This is an optimization exercise on Yosys and OpenROAD, whose aim is small area, a short achievable clock period and few clock cycles, not a production implementation. Only simulation tests tie the RTL to the original design; equivalence was not proved.

==> inputs of job 8631 <==
## rtcconv
module rtcconv (
    input  wire        clk,
    input  wire        rst,           
    input  wire        bus_wr,
    input  wire        bus_rd,
    input  wire [7:0]  bus_addr,
    input  wire [3:0]  bus_be,
    input  wire [31:0] bus_wdata,
    output reg  [31:0] bus_rdata
);
Settings: LEC_CHECK=0, ABC_AREA=1, CAP_MARGIN=20, CORE_MARGIN=2, CORE_UTILIZATION=40, SLEW_MARGIN=20; clock period 100.0 ns.
run.sh (not shown) runs the stock make flow with config.mk's settings and CLKGATE_MAP_FILE= SYNTH_SCRIPT=/design/flow/synth_recipe.tcl, a recipe that flattens the netlist after the stock synthesis.
==> inputs of job 2919, as changes to job 8631 <==
--- a/flow/design.v
+++ b/flow/design.v
@@ -998,28 +998,35 @@
         tb_dow[2:0] != 3'd0 &&
         le9(tb_day[3:0]) && tb_day[5:0] != 6'd0 && !ge(tb_day[5:0], 6'h32) &&
         le9(tb_mon[3:0]) && tb_mon[4:0] != 5'd0 && !ge(tb_mon[4:0], 5'h13) &&
         le9(tb_year[7:4]) && le9(tb_year[3:0]);
     wire       tbd_after = ge(tbd_yoff, 101) ||
                            (tbd_yoff == 8'd100 && (ge(tbd_mon, 3) || (tbd_mon == 4'd2 && tbd_day == 5'd29)));
     wire       rf_adv   = tbd_after & ~tbd_m;
     wire       tb_feb   = (tbd_mon == 4'd2);
-    wire [4:0] tb_len4  = (tb_feb && tbd_yoff[1:0] == 2'b00) ? 5'd29 : month_len(tbd_mon);
-    wire [4:0] tb_lgreg = (tb_feb && tbd_yoff[1:0] == 2'b00 && tbd_yoff != 8'd100) ? 5'd29 : month_len(tbd_mon);
-    wire       tb_eom   = (tbd_day == tb_len4);
-    wire       tb_eoy   = tb_eom && (tbd_mon == 4'd12);
-    wire [4:0] rf_day   = !rf_adv ? tbd_day  : tb_eom ? 5'd1 : add(tbd_day, 0, 1'b1);
-    wire [3:0] rf_mon   = !rf_adv ? tbd_mon  : tb_eoy ? 4'd1 : tb_eom ? add(tbd_mon, 0, 1'b1) : tbd_mon;
-    wire [7:0] rf_yoff  = (rf_adv && tb_eoy) ? add(tbd_yoff, 0, 1'b1) : tbd_yoff;
-    wire [2:0] rf_dow   = !rf_adv ? tbd_dow  : (tbd_dow == 3'd6) ? 3'd0 : add(tbd_dow, 0, 1'b1);
-    wire       rf_ok    = rf_adv ? ge(tb_len4, tbd_day) && !(tb_eoy && tbd_yoff == 8'd199)
+    wire [7:0] op    = cmd[7:0];
+    wire       av_civ = (op[3:0] == 4'h9);
+    wire [4:0] av_d   = av_civ ? c_day[4:0] : tbd_day;
+    wire [3:0] av_m   = av_civ ? c_mon[3:0] : tbd_mon;
+    wire [7:0] av_y   = av_civ ? c_yoff     : tbd_yoff;
+    wire [2:0] av_w   = av_civ ? c_dow[2:0] : tbd_dow;
+    wire       av_go  = av_civ | (op[2] & rf_adv);
+    wire [4:0] av_len = (av_m == 4'd2 && av_y[1:0] == 2'b00) ? 5'd29 : month_len(av_m);
+    wire       av_eom = (av_d == av_len);
+    wire       av_eoy = av_eom && (av_m == 4'd12);
+    wire [4:0] av_day  = !av_go ? av_d : av_eom ? 5'd1 : add(av_d, 0, 1'b1);
+    wire [3:0] av_mon  = !av_go ? av_m : av_eoy ? 4'd1 : av_eom ? add(av_m, 0, 1'b1) : av_m;
+    wire [7:0] av_yoff = (av_go && av_eoy) ? add(av_y, 0, 1'b1) : av_y;
+    wire [2:0] av_dow  = !av_go ? av_w : (av_w == 3'd6) ? 3'd0 : add(av_w, 0, 1'b1);
+    wire       av_y199 = (av_y == 8'd199);
+    wire [4:0] tb_lgreg = (tb_feb && tbd_yoff == 8'd100) ? 5'd28 : av_len;
+    wire       rf_ok    = rf_adv ? ge(av_len, tbd_day) && !(av_eoy && av_y199)
                                  : ge(tb_lgreg, tbd_day);
     wire       rf_inc   = rf_adv && !(tbd_yoff == 8'd100 && tb_feb && tbd_day == 5'd29);
-    wire [7:0] op    = cmd[7:0];
     wire       sel_tb = cmd[3];                     
     wire [4:0] k_day = sel_tb ? tbd_day  : c_day[4:0];
     wire [3:0] k_mon = sel_tb ? tbd_mon  : c_mon[3:0];
     wire [7:0] k_yo  = sel_tb ? tbd_yoff : c_yoff;
     wire [4:0] k_h   = sel_tb ? tbd_hour : c_hour[4:0];
     wire [5:0] k_mi  = sel_tb ? tbd_min[5:0] : c_min[5:0];
     wire [5:0] k_s   = sel_tb ? tbd_sec[5:0] : c_sec[5:0];
     wire       k_inc = sel_tb & rf_inc;
@@ -1453,26 +1460,19 @@
     assign n_ts = ts_sum;
     wire c_mon_ok = (c_mon != 8'd0) && !ge(c_mon, 13);
     wire c_yo_ok  = !ge(c_yoff, 200);
     wire civ_date_ok = c_mon_ok && c_yo_ok && (c_day != 8'd0) &&
                        ge({3'd0, (c_mon == 8'd2 && c_yoff[1:0] == 2'b00 && c_yoff != 8'd100) ?
                                         5'd29 : month_len(c_mon[3:0])}, c_day);
     wire civ_valid = civ_date_ok && !ge(c_sec, 60) && !ge(c_min, 60) && !ge(c_hour, 24);
     wire civ_after = after_bug(c_day, c_mon, c_yoff);
-    wire [4:0] c_len4 = (c_mon == 8'd2 && c_yoff[1:0] == 2'b00) ? 5'd29 : month_len(c_mon[3:0]);
-    wire       c_eom  = (c_day[4:0] == c_len4);
-    wire       c_eoy  = c_eom && (c_mon == 8'd12);
     wire       adv_ok = c_mon_ok && c_yo_ok &&
-                        (c_day != 8'd0) && ge({3'd0, c_len4}, c_day) && !ge(c_dow, 7) &&
-                        !(c_eoy && c_yoff == 8'd199);
-    wire [4:0] adv_day  = c_eom ? 5'd1 : add(c_day[4:0], 0, 1'b1);
-    wire [3:0] adv_mon  = c_eoy ? 4'd1 : c_eom ? add(c_mon[3:0], 0, 1'b1) : c_mon[3:0];
-    wire [7:0] adv_yoff = c_eoy ? add(c_yoff, 0, 1'b1) : c_yoff;
-    wire [2:0] adv_dow  = (c_dow[2:0] == 3'd6) ? 3'd0 : add(c_dow[2:0], 0, 1'b1);
+                        (c_day != 8'd0) && ge({3'd0, av_len}, c_day) && !ge(c_dow, 7) &&
+                        !(av_eoy && av_y199);
     wire [5:0] arg_hd = hour_dec(arg[7:0]);
     wire legal = (cmd[31:8] == 24'd0) && !ge(op, 8'h0E);
     reg  a_enc;
     always @* begin
         flags       = 9'd0;
         we_res      = 1'b0;
         we_ts       = 1'b0;
         we_days     = 1'b0;
@@ -1549,52 +1549,52 @@
                             flags[F_MARKER] = u_after;
                         end
                     end
                 end
                 4'h9: begin  
                     if (!adv_ok) flags[F_ECIV] = 1'b1;
                     else begin
                         we_civ_date = 1'b1;
-                        n_dow  = {5'd0, adv_dow};
-                        n_day  = {3'd0, adv_day};
-                        n_mon  = {4'd0, adv_mon};
-                        n_yoff = adv_yoff;
+                        n_dow  = {5'd0, av_dow};
+                        n_day  = {3'd0, av_day};
+                        n_mon  = {4'd0, av_mon};
+                        n_yoff = av_yoff;
                     end
                 end
                 4'hA: begin  
                     if (!(civ_valid && !ge(c_dow, 7))) flags[F_ECIV] = 1'b1;
                     else begin
                         we_tb  = 1'b1;
                         flags[F_AFTER]  = civ_after;
                         flags[F_MARKER] = civ_after;
                     end
                 end
                 4'hB: begin  
                     if (!tbd_ok) flags[F_EFMT] = 1'b1;
                     else begin
                         we_civ_time = 1'b1;
                         we_civ_date = 1'b1;
                         n_sec  = {1'b0, tbd_sec};  n_min = {1'b0, tbd_min};  n_hour = {3'd0, tbd_hour};
-                        n_dow  = {5'd0, tbd_dow};  n_day = {3'd0, tbd_day};  n_mon  = {4'd0, tbd_mon};
-                        n_yoff = tbd_yoff;
+                        n_dow  = {5'd0, av_dow};   n_day = {3'd0, av_day};   n_mon  = {4'd0, av_mon};
+                        n_yoff = av_yoff;
                         flags[F_AFTER]  = tbd_after;
                         flags[F_MARKER] = tbd_m;
                         flags[F_CORR]   = tbd_after & tbd_m;
                     end
                 end
                 4'hC: begin  
                     if (!tbd_ok) flags[F_EFMT] = 1'b1;
                     else if (!rf_ok) flags[F_ECIV] = 1'b1;
                     else begin
                         we_civ_time = 1'b1;
                         we_civ_date = 1'b1;
                         n_sec  = {1'b0, tbd_sec};  n_min = {1'b0, tbd_min};  n_hour = {3'd0, tbd_hour};
-                        n_dow  = {5'd0, rf_dow};   n_day = {3'd0, rf_day};   n_mon  = {4'd0, rf_mon};
-                        n_yoff = rf_yoff;
+                        n_dow  = {5'd0, av_dow};   n_day = {3'd0, av_day};   n_mon  = {4'd0, av_mon};
+                        n_yoff = av_yoff;
                         we_days = 1'b1;
                         we_ts   = 1'b1;
                         we_tb   = rf_adv;
                         a_enc   = 1'b1;
                         flags[F_AFTER]  = tbd_after;
                         flags[F_MARKER] = tbd_m;
                         flags[F_WB]     = rf_adv;
                         flags[F_CORR]   = tbd_after;
==> flow/flow/run.sh (new file) <==
#!/bin/bash
set -o pipefail
export BUFFER_PORTS_ARGS="-buffer_cell sky130_fd_sc_hd__buf_2"
bash standard.sh > standard.log 2>&1
==> flow/standard.sh (new file) <==
#!/bin/bash
# synth_recipe.tcl (not shown) runs the flow's synth.tcl, then flattens the netlist and writes it again
# the make line also repeats each setting of config.mk as NAME=value (left out here)
make -C /OpenROAD-flow-scripts/flow DESIGN_CONFIG=/design/flow/config.mk WORK_HOME=/design/flow/orfs CLKGATE_MAP_FILE= SYNTH_SCRIPT=/design/flow/synth_recipe.tcl "${@:-finish}"
- CORE_UTILIZATION: 40 -> 60
- SLEW_MARGIN: 20 -> 65
removed: flow/run.sh
==> flow_summary_export.csv <==
group,metric,value,unit
finish,register_area,6272,µm²
sta,period_needed,22500,ps
yosys,muxShareOfSynthArea,0.09113,%
finish,multi_input_area_share,64.41,%
setup_path,arrival,23020,ps
sta,finalClockSkew,28.11,ps
outcome,status,"complete, no violations",
drt,wl_per_cell,23.28,µm
finish,nNonClkBuffers,136,
setup_path,cp_max_fo,38,
setup_path,critPathCapture,"ts[32]$_SDFFE_PP0P_",
finish,drive_gt1_share,8.821,%
finish,layout_commonest_cell,"nand2_1",
the above is filed under job 2919

==> flow_summary_export.csv <==
group,metric,value,unit
outcome,status,"complete, no violations",
setup_path,critPathCapture,"ts[22]$_SDFFE_PP0P_",
drt,wl_per_cell,23.29,µm
finish,register_area,6266,µm²
yosys,muxShareOfSynthArea,0.09344,%
finish,nNonClkBuffers,129,
finish,drive_gt1_share,5.203,%
setup_path,arrival,23800,ps
finish,layout_commonest_cell,"inv_1",
sta,finalClockSkew,27.78,ps
the above is filed under job 8631

Testbench counts of job 8631, summed over its fixed seeds: cycles 93,191.
Testbench counts of job 2919, summed over its fixed seeds: cycles 93,191.

port drivers added, routing unchanged:
Ports are ideal in the flow. The routed layouts listed here were re-timed in OpenROAD.
Step 1 sets driving cells, clkbuf_16 on the clock port and buf_2 on the other inputs (assumed; they add their load-dependent delay and slew).
Step 2 times the ports against the registers' clock, not the clock port: input delays grow and output delays shrink by t, the midpoint of the rising clock arrivals with the driver on.
Three values: no drivers, after step 1, after step 2; two values: the first two.
run | t, ns | setup slack, ns | worst setup path after step 2 | worst register clock-pin slew, ns | pins driven straight from the clock port
job 8631 | 0.647 | 76.700 / 76.744 / 76.097 | input to register | 0.07 / 0.07 | 1
job 2919 | 0.635 | 77.495 / 77.539 / 76.904 | input to register | 0.07 / 0.07 | 1
After both steps every run listed still meets setup and hold. For job 8631, which loses most, drivers alone change the setup slack by +0.044 ns; drivers and shift together by -0.603 ns.
